What follows belongs to an exercise in optimizing a design on an open flow for small area, a short achievable clock period and few clock cycles per item; a production flow would make more cautious choices. Only simulation tests tie the RTL to the original design; equivalence was not proved. Power and IR drop assume default switching activity.

oak:
// bitpacker
module bitpacker (
    input  wire        clk,
    input  wire        rst,           
    input  wire        cmd_valid,
    output wire        cmd_ready,
    input  wire [79:0] cmd_word,
    input  wire        pay_valid,
    output wire        pay_ready,
    input  wire [7:0]  pay_data,
    output reg         rsp_valid,
    output wire [73:0] rsp_word,
    output reg         dst_we,
    output wire [31:0] dst_addr,
    output wire [7:0]  dst_data
);
    localparam [1:0] ST_OK = 2'd0, ST_OVERFLOW = 2'd1, ST_UNDERFLOW = 2'd2,
                     ST_ILLEGAL = 2'd3;
    wire [3:0]  i_opc = cmd_word[79:76];
    wire        i_e   = cmd_word[75];
    wire [2:0]  i_z   = cmd_word[74:72];
    wire [7:0]  i_cnt = cmd_word[71:64];
    wire [31:0] i_dh  = cmd_word[63:32];
    wire [31:0] i_dl  = cmd_word[31:0];
    wire i_z0    = (i_z == 3'd0);
    wire i_dh0   = (i_dh == 32'd0);
    wire i_dl0   = (i_dl == 32'd0);
    wire i_base  = !i_e && i_z0 && (i_cnt == 8'd0);
    wire i_le32  = (i_cnt <= 8'd32);
    wire i_le64  = (i_cnt <= 8'd64);
    wire i_init  = ((i_opc == 4'h1) && i_base && i_dh0) || ((i_opc == 4'h2) && i_base);
    wire i_reset = (i_opc == 4'h3) && i_base && i_dh0 && i_dl0;
    wire i_put   = ((i_opc == 4'h4) && i_z0 && i_le32 && i_dh0) ||
                   ((i_opc == 4'h5) && i_z0 && i_le64);
    wire i_flush = (i_opc == 4'h6) && i_base && i_dh0 && i_dl0;
    wire i_wrb   = (i_opc == 4'h7) && i_base && i_dh0;
    wire i_pos   = (i_opc == 4'h8) && i_base && i_dh0 && i_dl0;
    wire i_rem   = (i_opc == 4'h9) && i_base && i_dh0 && i_dl0;
    wire i_tail  = (i_opc == 4'hA) && i_base && i_dh0 && i_dl0;
  ...
==> flow/config.mk <==
export PLATFORM = sky130hd
export DESIGN_NAME = bitpacker
export DESIGN_NICKNAME = bitpacker
export VERILOG_FILES = /design/flow/design.v
export SDC_FILE = /design/flow/constraint.sdc
export NUM_CORES = 4
export LEC_CHECK = 0
export ABC_AREA = 1
export CAP_MARGIN = 20
export CORE_MARGIN = 2
export CORE_UTILIZATION = 40
export SLEW_MARGIN = 20
export TNS_END_PERCENT = 20
==> flow/constraint.sdc <==
create_clock -name core_clock -period 10.0 [get_ports {clk}]
set_input_delay 2.0000 -clock core_clock [delete_from_list [all_inputs] [get_ports {clk}]]
set_output_delay 2.0000 -clock core_clock [all_outputs]
set_load 0.01 [all_outputs]
standard.sh (not shown) runs the stock make flow with config.mk's settings and CLKGATE_MAP_FILE= SYNTH_SCRIPT=/design/flow/synth_recipe.tcl, a recipe that flattens the netlist after the stock synthesis.
==> flow/flow/run.sh <==
#!/bin/bash
set -euo pipefail
bash standard.sh SETUP_SLACK_MARGIN=5.5 finish > standard.log 2>&1
Testbench counts of oak, summed over its fixed seeds: cycles 55,951, cmds 24,000.
#### Input delta (pine over oak)
# oak
export LEC_CHECK = 0
export ABC_AREA = 1
export CAP_MARGIN = 20
export CORE_MARGIN = 2
export CORE_UTILIZATION = 40
export SLEW_MARGIN = 20
export TNS_END_PERCENT = 20
create_clock -name core_clock -period 10.0 [get_ports {clk}]
# pine
export LEC_CHECK = 0
export ABC_AREA = 1
export CAP_MARGIN = 20
export CORE_MARGIN = 2
export CORE_UTILIZATION = 65
export SETUP_SLACK_MARGIN = 5
export SLEW_MARGIN = 20
create_clock -name core_clock -period 10.0 [get_ports {clk}]
==> flow/run.sh (new file) <==
#!/bin/bash
# synth_recipe.tcl (not shown) runs the flow's synth.tcl, then flattens the netlist and writes it again
# the make line also repeats each setting of config.mk as NAME=value (left out here)
make -C /OpenROAD-flow-scripts/flow DESIGN_CONFIG=/design/flow/config.mk WORK_HOME=/design/flow/orfs CLKGATE_MAP_FILE= SYNTH_SCRIPT=/design/flow/synth_recipe.tcl finish
removed: flow/flow/run.sh
removed: flow/standard.sh
pine vs. oak: routed via count increased by 1516 relative to the old numbers, initial core utilization increased by 25 points relative to the old numbers, sum of internal, switching and leakage power decreased by about 4% relative to the old numbers.
> inputs changed (pine -> birch)
# pine
export LEC_CHECK = 0
export ABC_AREA = 1
export CAP_MARGIN = 20
export CORE_MARGIN = 2
export CORE_UTILIZATION = 65
export SETUP_SLACK_MARGIN = 5
export SLEW_MARGIN = 20
create_clock -name core_clock -period 10.0 [get_ports {clk}]
# birch
export LEC_CHECK = 0
export ABC_AREA = 1
export CAP_MARGIN = 20
export CORE_MARGIN = 2
export CORE_UTILIZATION = 40
export SETUP_SLACK_MARGIN = 5
export SLEW_MARGIN = 20
create_clock -name core_clock -period 10.0 [get_ports {clk}]
Notes after the runs:
- Combinational power is higher on pine
- In the tables for pine and birch, worst max-slew margin expressed relative to the limit reads lower with birch.
- Changes observed in birch relative to pine: worst hold slack held; synthesis-to-layout area growth went up by 2.2 points.
- Diff birch..pine | sequential power | negligible
- Compared with pine, birch shows maximum clock rate that has gone up by a little under 10%.
- | area taken by flip-flops and latches | pine vs birch | ≈ equal |
- Comparing maximum fanout encountered on the critical timing path for pine and birch, the bigger number came from pine.

---

== run A ==
Another version of the RTL of bitpacker (not shown whole).
Size in the first run: roughly 4800 cells after synthesis, ~320 flip-flops, ~29000 um2 of cells after synthesis.
Settings: LEC_CHECK=0, ABC_AREA=1, CAP_MARGIN=20, CORE_MARGIN=2, CORE_UTILIZATION=50, SLEW_MARGIN=20; clock period 10.0 ns.
==> flow/flow/run.sh <==
#!/bin/bash
set -euo pipefail
bash standard.sh SETUP_SLACK_MARGIN=5.6 'BUFFER_PORTS_ARGS=-buffer_cell sky130_fd_sc_hd__buf_1' finish > standard.log 2>&1
Testbench counts of run A, summed over its fixed seeds: cycles 55,951, cmds 24,000.
Here is what was changed in the inputs of run B compared with run A.
- a change of CORE_UTILIZATION from 50 to 40
==> flow/flow/run.sh <==
#!/bin/bash
set -euo pipefail
bash standard.sh SETUP_SLACK_MARGIN=5.5 finish > standard.log 2>&1
### Flow results
Logic gate share of total power in run B vs run A: down 0.6 points. Taking run A as the reference, in run B data-path buffer share of cell area in the final layout now sits higher, part of the cycle the worst path needs shows an increase of 0.45 points, count of clock-buffer cells in the layout now larger, total met2 wirelength after detailed routing increased 4000 um. The final layout from run B, which completed every stage, passed the timing, design-rule and antenna checks at the end of the flow. As far as register bit count reported by yosys goes, run B and run A are indistinguishable; the numbers are identical. Leakage component of the power: run B vs run A up 0.95%. [run B] final worst-path setup slack fell 0.045 ns relative to run A. Run B: total placed instance area is 4.8% higher than what run A reported. Compared with run A, run B is the more power-hungry design.
Changes in run C relative to run B:
- swapping 40 for 50 in CORE_UTILIZATION
==> flow/flow/run.sh <==
#!/bin/bash
set -euo pipefail
bash standard.sh SETUP_SLACK_MARGIN=5.5 'BUFFER_PORTS_ARGS=-buffer_cell sky130_fd_sc_hd__buf_1' finish > standard.log 2>&1
Results
Post-cts gate resize count delta for run C relative to run B: about 37% lower. Summary — area overhead of the layout relative to synthesis, run C relative to run B: lower, by 5.4 points. Run C has met3 track demand over resource above what run B had. Measured against each other, run B and run C differ in worst path setup slack after routing, the lower figure coming from run B. Worst reg2reg path depth: run C > run B. Run C: sequential share of cell area 1.0 points above run B. Compared with run B, run C shows a cell area that is 4.5% lower.
The following lists how run D was set up differently from run C:
- changing CORE_UTILIZATION from 50 to 45
==> comparison <==
Delta (run D minus run C): number of cell instances on the worst register-to-register path lost 15, clock transition at the registers of the reported paths flat, antenna cell count went down by 5.
Run C → run D: via density per instance fell 0.084; total routed wirelength rose 6900 um; total via count in the routed design about even; met2 track utilization from global routing fell 3.4 points.

==> afterwards: timing with drivers on the ports <==
The results above use ideal ports. As a check the final layouts listed here were re-extracted and re-timed, cells and wires unchanged. Step 1 sets driving cells, clkbuf_16 on the clock port and buf_2 on the other inputs (assumed; they add their load-dependent delay and slew). Step 2 times the ports against the registers' clock, not the clock port: input delays grow and output delays shrink by t, the midpoint of the rising clock arrivals with the driver on. a / b / c = no drivers / after step 1 / after step 2; a / b = the first two.
run | t (ns) | setup WS [ns] | hold slack, ns | worst register clock-pin slew, ns
oak | 0.625 | 5.365 / 5.312 / 4.776 | 0.467 / 0.467 / 0.467 | 0.07 / 0.07
pine | 0.643 | 4.688 / 4.627 / 4.496 | 0.466 / 0.466 / 0.466 | 0.07 / 0.07
birch | 0.625 | 5.061 / 4.997 / 4.493 | 0.466 / 0.466 / 0.466 | 0.07 / 0.07
run A | 0.643 | 5.500 / 5.500 / 4.970 | 0.462 / 0.462 / 0.462 | 0.06 / 0.06
run B | 0.641 | 5.455 / 5.479 / 4.838 | 0.464 / 0.464 / 0.464 | 0.07 / 0.07
run C | 0.635 | 5.506 / 5.523 / 4.891 | 0.467 / 0.467 / 0.467 | 0.07 / 0.07
run D | 0.638 | 5.388 / 5.388 / 4.802 | 0.463 / 0.463 / 0.463 | 0.06 / 0.06
After both steps setup and hold are still met in every run listed. The setup slack of run B, which loses most, moves by +0.024 ns with the drivers and by -0.617 ns with both steps.
